What follows belongs to an exercise in optimizing a design on an open flow for small area, a short achievable clock period and few clock cycles; a production flow would make more cautious choices.
Function was checked by simulation only, so behaviour that the tests miss may differ from the original.
Power and IR drop assume default switching activity.

==> flow/design.v <==
module rx_framer (
    input  wire        clk,
    input  wire        rst,             
    input  wire        poll_valid,
    output reg         poll_ready,
    input  wire        poll_has_byte,   
    input  wire [7:0]  poll_byte,
    input  wire [31:0] poll_now,        
    output reg         resp_valid,
    output reg         resp_inact,      
    output reg         resp_frame_ok,   
    output reg         resp_crc_err,    
    output reg         fo_valid,
    output reg  [7:0]  fo_data
);
    localparam [7:0]  HEADER1     = 8'hAA;
    localparam [7:0]  HEADER2     = 8'h55;
    localparam [7:0]  TERMINATOR  = 8'h0D;
    localparam [7:0]  MAX_PAYLOAD = 8'd121;
    localparam [31:0] INACT_MS    = 32'd1500;
    localparam        NCH         = 121;    
    localparam [1:0]  MAXOUT      = 2'd3;   
    wire accept = poll_valid & poll_ready & ~rst;
    reg [31:0] t_last;
    always @(posedge clk)
        if (accept & poll_has_byte)
            t_last <= poll_now;
    wire [20:0] t_hi1  = t_last[31:11] + 21'd1;
    wire [11:0] t_up   = {1'b0, t_last[10:0]} + 12'd1500;
    wire [11:0] t_dn   = {1'b0, t_last[10:0]} - 12'd548;
    wire        c_eq0  = poll_now[31:11] == t_last[31:11];
    wire        c_eq1  = poll_now[31:11] == t_hi1;
    wire        c_ge   = poll_now[10:0] >= t_last[10:0];
    wire        c_up   = t_up[11] || poll_now[10:0] <= t_up[10:0];
    wire        c_dn   = !t_dn[11] && poll_now[10:0] <= t_dn[10:0];
    reg       s0_v, s0_has;
    reg       s0_eq0, s0_eq1, s0_ge, s0_up, s0_dn;
    reg [7:0] s0_b;
    reg       s0_h1, s0_h2, s0_ack, s0_len, s0_term;
    always @(posedge clk) begin
        s0_v    <= accept;
        s0_has  <= poll_has_byte;
        s0_eq0  <= c_eq0;
        s0_eq1  <= c_eq1;
        s0_ge   <= c_ge;
        s0_up   <= c_up;
        s0_dn   <= c_dn;
        s0_b    <= poll_byte;
        s0_h1   <= poll_byte == HEADER1;
        s0_h2   <= poll_byte == HEADER2;
        s0_ack  <= poll_byte[7:1] == 7'd0;
        s0_len  <= poll_byte <= MAX_PAYLOAD;
        s0_term <= poll_byte == TERMINATOR;
    end
    localparam [3:0] F_IDLE = 4'd0, F_SH1 = 4'd1, F_SH2 = 4'd2, F_SLEN = 4'd3,
                     F_PAY  = 4'd4, F_CLO = 4'd5, F_CHI = 4'd6, F_TERM = 4'd7,
                     F_DISC = 4'd8;
    reg [3:0] fst;
    reg [6:0] rem;           
    reg       ack;           
    reg [3:0] rm;            
    reg [2:0] pins;          
    wire [6:0] len = {rm, 3'd0} - {4'd0, pins} + 7'd1;    
    reg       s1_v, s1_inact, s1_cload, s1_cstep, s1_clo, s1_chi, s1_done;
    reg       ch_en;         
    reg [7:0] s1_b;
    wire      near  = (s0_eq0 & s0_ge & s0_up) | (s0_eq1 & ~s0_ge & s0_dn);
    wire      inact = s0_v && (fst != F_IDLE) && !near;
    wire [3:0] fst0 = inact ? F_IDLE : fst;
    reg [3:0] fst_n;
    reg       wr_n, cload_n, cstep_n, clo_n, chi_n, done_n;
    always @(*) begin
        fst_n   = fst0;
        wr_n    = 1'b0;
        cload_n = 1'b0;
        cstep_n = 1'b0;
        clo_n   = 1'b0;
        chi_n   = 1'b0;
        done_n  = 1'b0;
        if (s0_has) begin
            case (fst0)
                F_IDLE: if (s0_h1) fst_n = F_SH1;
                F_SH1:
                    if (s0_h2)      fst_n = F_SH2;
                    else if (s0_h1) fst_n = F_SH1;
                    else            fst_n = F_IDLE;
                F_SH2:
                    if (s0_ack)     fst_n = F_SLEN;
                    else if (s0_h1) fst_n = F_SH1;
                F_SLEN:
                    if (s0_len) begin
                        fst_n = (s0_b[6:0] == 7'd0) ? F_CLO : F_PAY;
                        cload_n = 1'b1;
                    end else if (s0_h1) fst_n = F_SH1;
                    else fst_n = F_IDLE;
                F_PAY: begin
                    if (rem == 7'd1) fst_n = F_CLO;
                    cstep_n = 1'b1; wr_n = 1'b1;
                end
                F_CLO: begin fst_n = F_CHI; clo_n = 1'b1; end
                F_CHI: begin fst_n = F_TERM; chi_n = 1'b1; end
                F_TERM:
                    if (s0_term) begin fst_n = F_IDLE; done_n = 1'b1; end
                    else fst_n = F_DISC;
                default:  
                    if (s0_h1) fst_n = F_SH1;
            endcase
        end
    end
    wire [6:0] lm1 = s0_b[6:0] - 7'd1;
    wire rem_load = s0_v && s0_has && fst0 == F_SLEN;
    wire rem_dec  = s0_v && s0_has && fst0 == F_PAY;
    always @(posedge clk) begin
        if (rst) begin
            fst  <= F_IDLE;
            s1_v <= 1'b0;
        end else begin
            s1_v <= s0_v;
            if (s0_v) begin
                fst <= fst_n;
                if (s0_has && fst0 == F_SH2) ack <= s0_b[0];
                if (s0_has && fst0 == F_SLEN) begin
                    rm   <= lm1[6:3] + {3'd0, lm1[2:0] != 3'd0};
                    pins <= 3'd0 - lm1[2:0];
                end
            end
        end
        s1_inact <= inact;
        s1_cload <= s0_v & cload_n;
        s1_cstep <= s0_v & cstep_n;
        s1_clo   <= s0_v & clo_n;
        s1_chi   <= s0_v & chi_n;
        s1_done  <= s0_v & done_n;
        s1_b     <= s0_b;
    end
    localparam [15:0] CRC_A0 = 16'hB06E, CRC_A1 = 16'h70AF;
    reg [15:0] crc;
    reg        crc_ok;
    reg [15:0] crc_step;
    integer k;
    always @(*) begin
        crc_step = (s1_cload ? (ack ? CRC_A1 : CRC_A0) : crc) ^ {8'h00, s1_b};
        for (k = 0; k < 8; k = k + 1)
            crc_step = crc_step[0] ? ((crc_step >> 1) ^ 16'hA001) : (crc_step >> 1);
    end
    always @(posedge clk) begin
        if (s1_cload | s1_cstep)
            crc <= crc_step;
        if (s1_clo)
            crc_ok <= (s1_b == crc[7:0]);
        if (s1_chi)
            crc_ok <= crc_ok & (s1_b == crc[15:8]);
    end
    reg [6:0] ph;                      
    wire oshift = ph[3];               
    reg [8*NCH-1:0] chain;
    integer i;
    always @(posedge clk)
        if (ch_en) begin
            chain[7:0] <= s1_b;
            for (i = 1; i < NCH; i = i + 1)
                chain[8*i +: 8] <= (i < 8 && i <= pins) ? s1_b : chain[8*(i-1) +: 8];
        end
    wire r_v     = s1_v;
    wire r_inact = s1_inact;
    wire r_ok    = s1_done & crc_ok;
    wire r_err   = s1_done & ~crc_ok;
    reg [1:0] q_inact, q_ok, q_err;    
    reg [1:0] q_n;
    reg       busy;
    reg       pend_inact;
    reg [1:0] nout;                    
    wire q_ne = (q_n != 2'd0);
    wire src_v     = q_ne | r_v;
    wire src_inact = q_ne ? q_inact[0] : r_inact;
    wire src_ok    = q_ne ? q_ok[0]    : r_ok;
    wire src_err   = q_ne ? q_err[0]   : r_err;
    wire take  = ~busy & src_v;        
    wire pop   = take & q_ne;
    wire push  = r_v & (busy | q_ne);
    wire start = take & src_ok;
    wire [15:0] rsel = 16'd1 << rm;
    reg [7:0] ch_rd;
    integer g;
    always @(*) begin
        ch_rd = 8'h00;
        for (g = 0; g < 16; g = g + 1)
            ch_rd = ch_rd | (chain[64*g +: 8] & {8{rsel[g]}});
    end
    wire resp_n = busy ? ph[6] : (take & ~src_ok);
    reg [6:0] ph_n;
    always @(*) begin
        if (~busy)
            ph_n = start ? 7'b0000001 : 7'b0000000;
        else if (ph[3])
            ph_n = (rem == 7'd1) ? 7'b0010000 : 7'b0001000;
        else if (ph[2] && len == 7'd0)
            ph_n = 7'b0010000;
        else
            ph_n = {ph[5:0], 1'b0};
    end
    always @(posedge clk) begin
        if (start)
            rem <= len;
        else if (oshift)
            rem <= rem - 7'd1;
        else if (rem_load)
            rem <= s0_b[6:0];
        else if (rem_dec)
            rem <= rem - 7'd1;
    end
    always @(posedge clk) begin
        if (rst) begin
            q_n        <= 2'd0;
            busy       <= 1'b0;
            ph         <= 7'd0;
            ch_en      <= 1'b0;
            resp_valid <= 1'b0;
            fo_valid   <= 1'b0;
            nout       <= 2'd0;
            poll_ready <= 1'b1;
        end else begin
            if (pop) begin
                q_inact <= {1'b0, q_inact[1]};
                q_ok    <= {1'b0, q_ok[1]};
                q_err   <= {1'b0, q_err[1]};
            end
            if (push) begin
                if (q_n - {1'b0, pop} == 2'd0) begin
                    q_inact[0] <= r_inact; q_ok[0] <= r_ok; q_err[0] <= r_err;
                end else begin
                    q_inact[1] <= r_inact; q_ok[1] <= r_ok; q_err[1] <= r_err;
                end
            end
            q_n <= q_n + {1'b0, push} - {1'b0, pop};
            resp_valid <= resp_n;
            fo_valid   <= busy | start;
            ph         <= ph_n;
            ch_en      <= (s0_v & wr_n) | ph_n[3];
            if (busy) begin
                if (ph[6]) busy <= 1'b0;
            end else if (start) begin
                busy       <= 1'b1;
                pend_inact <= src_inact;
            end
            nout       <= nout + {1'b0, s0_v} - {1'b0, resp_n};
            poll_ready <= ({1'b0, nout} + {2'b0, s0_v} - {2'b0, resp_n} + {2'b0, poll_ready})
                          < {1'b0, MAXOUT};
        end
    end
    always @(posedge clk) begin
        if (busy) begin
            resp_inact    <= pend_inact;
            resp_frame_ok <= 1'b1;
            resp_crc_err  <= 1'b0;
        end else begin
            resp_inact    <= src_inact;
            resp_frame_ok <= 1'b0;
            resp_crc_err  <= src_err;
        end
        case (1'b1)
            ~busy:  fo_data <= HEADER1;
            ph[0]:  fo_data <= HEADER2;
            ph[1]:  fo_data <= {7'd0, ack};
            ph[2]:  fo_data <= {1'b0, len};
            ph[3]:  fo_data <= ch_rd;
            ph[4]:  fo_data <= crc[7:0];
            ph[5]:  fo_data <= crc[15:8];
            default: fo_data <= TERMINATOR;
        endcase
    end
endmodule
export LEC_CHECK = 0
export CAP_MARGIN = 20
export CORE_MARGIN = 2
export CORE_UTILIZATION = 65
export CTS_CLUSTER_DIAMETER = 150
export CTS_CLUSTER_SIZE = 25
export PLACE_DENSITY = 0.75
export SETUP_SLACK_MARGIN = 5
export SLEW_MARGIN = 20
create_clock -name core_clock -period 10.0 [get_ports {clk}]
standard.sh (not shown) runs the stock make flow with config.mk's settings and CLKGATE_MAP_FILE= SYNTH_SCRIPT=/design/flow/synth_recipe.tcl, a recipe that flattens the netlist after the stock synthesis.
==> flow/flow/run.sh <==
#!/bin/bash
# The standard layout (standard synthesis, floorplan, placement, CTS,
# routing) with two changes: timing repair is asked for a setup margin of
# MARGIN ns at the design's own clock, and the port buffers that placement
# inserts on every input and output are buf_2 cells.
set -uo pipefail
MARGIN=${MARGIN:-7.0}
bash standard.sh SETUP_SLACK_MARGIN=$MARGIN \
    "BUFFER_PORTS_ARGS=-buffer_cell sky130_fd_sc_hd__buf_2" \
    finish > standard_flow.log 2>&1
Testbench counts at the start, summed over its fixed seeds: cycles 13,352.
Rerun with:
--- a/flow/design.v
+++ b/flow/design.v
@@ -28,13 +28,14 @@
     wire [20:0] t_hi1  = t_last[31:11] + 21'd1;
     wire [11:0] t_up   = {1'b0, t_last[10:0]} + 12'd1500;
     wire [11:0] t_dn   = {1'b0, t_last[10:0]} - 12'd548;
-    wire        c_eq0  = poll_now[31:11] == t_last[31:11];
-    wire        c_eq1  = poll_now[31:11] == t_hi1;
+    wire [1:0]  c_eq0  = {poll_now[31:22] == t_last[31:22], poll_now[21:11] == t_last[21:11]};
+    wire [1:0]  c_eq1  = {poll_now[31:22] == t_hi1[20:11],  poll_now[21:11] == t_hi1[10:0]};
     wire        c_ge   = poll_now[10:0] >= t_last[10:0];
     wire        c_up   = t_up[11] || poll_now[10:0] <= t_up[10:0];
     wire        c_dn   = !t_dn[11] && poll_now[10:0] <= t_dn[10:0];
     reg       s0_v, s0_has;
-    reg       s0_eq0, s0_eq1, s0_ge, s0_up, s0_dn;
+    reg [1:0] s0_eq0, s0_eq1;
+    reg       s0_ge, s0_up, s0_dn;
     reg [7:0] s0_b;
     reg       s0_h1, s0_h2, s0_ack, s0_len, s0_term;
     always @(posedge clk) begin
@@ -64,7 +65,7 @@
     reg       s1_v, s1_inact, s1_cload, s1_cstep, s1_clo, s1_chi, s1_done;
     reg       ch_en;         
     reg [7:0] s1_b;
-    wire      near  = (s0_eq0 & s0_ge & s0_up) | (s0_eq1 & ~s0_ge & s0_dn);
+    wire      near  = (&s0_eq0 & s0_ge & s0_up) | (&s0_eq1 & ~s0_ge & s0_dn);
     wire      inact = s0_v && (fst != F_IDLE) && !near;
     wire [3:0] fst0 = inact ? F_IDLE : fst;
     reg [3:0] fst_n;
=>
- die area is about the same
- cell count increases by 0.97%
- global-route usage came out lower by 0.52 points
- worst setup slack improves by 0.016 ns
- clock-buffer cell count rose by 12
- synthesized cell count stays flat
- routed wire length is lower by 1.7%
- synthesized area is about the same
- flip-flop and latch count rose by 2
- combinational power hardly moves
- register-to-register slack improves by 0.17 ns
- core utilization decreases by 0.59 points
- via count stays flat
Testbench counts after the change, summed over its fixed seeds: cycles 13,352.

==> re-timing with driven ports <==
The flow's constraints put no driver on any port. The routed layouts listed below were extracted and timed again, unchanged, in two steps. Step 1 sets driving cells, clkbuf_16 on the clock port and buf_2 on the other inputs (assumed; they add their load-dependent delay and slew). Step 2 adds t to the input delays and takes it off the output delays; t is the mean of the earliest and latest rising clock arrival at the registers after step 1. Input paths then give back, and output paths get back, about the clock's delay inside the block. Slacks: no drivers / after step 1 / after step 2; pairs: no drivers / after step 1.
run	shift t [ns]	slack for setup (ns)	hold WS [ns]	worst register clock-pin slew, ns
the first run	0.671	6.849 / 6.786 / 6.323	0.336 / 0.336 / 0.336	0.11 / 0.11
the second run	0.692	6.865 / 6.801 / 6.493	0.342 / 0.342 / 0.342	0.10 / 0.10
After both steps every run listed still meets setup and hold. For the first run, which loses most, drivers alone change the setup slack by -0.063 ns; drivers and shift together by -0.526 ns.
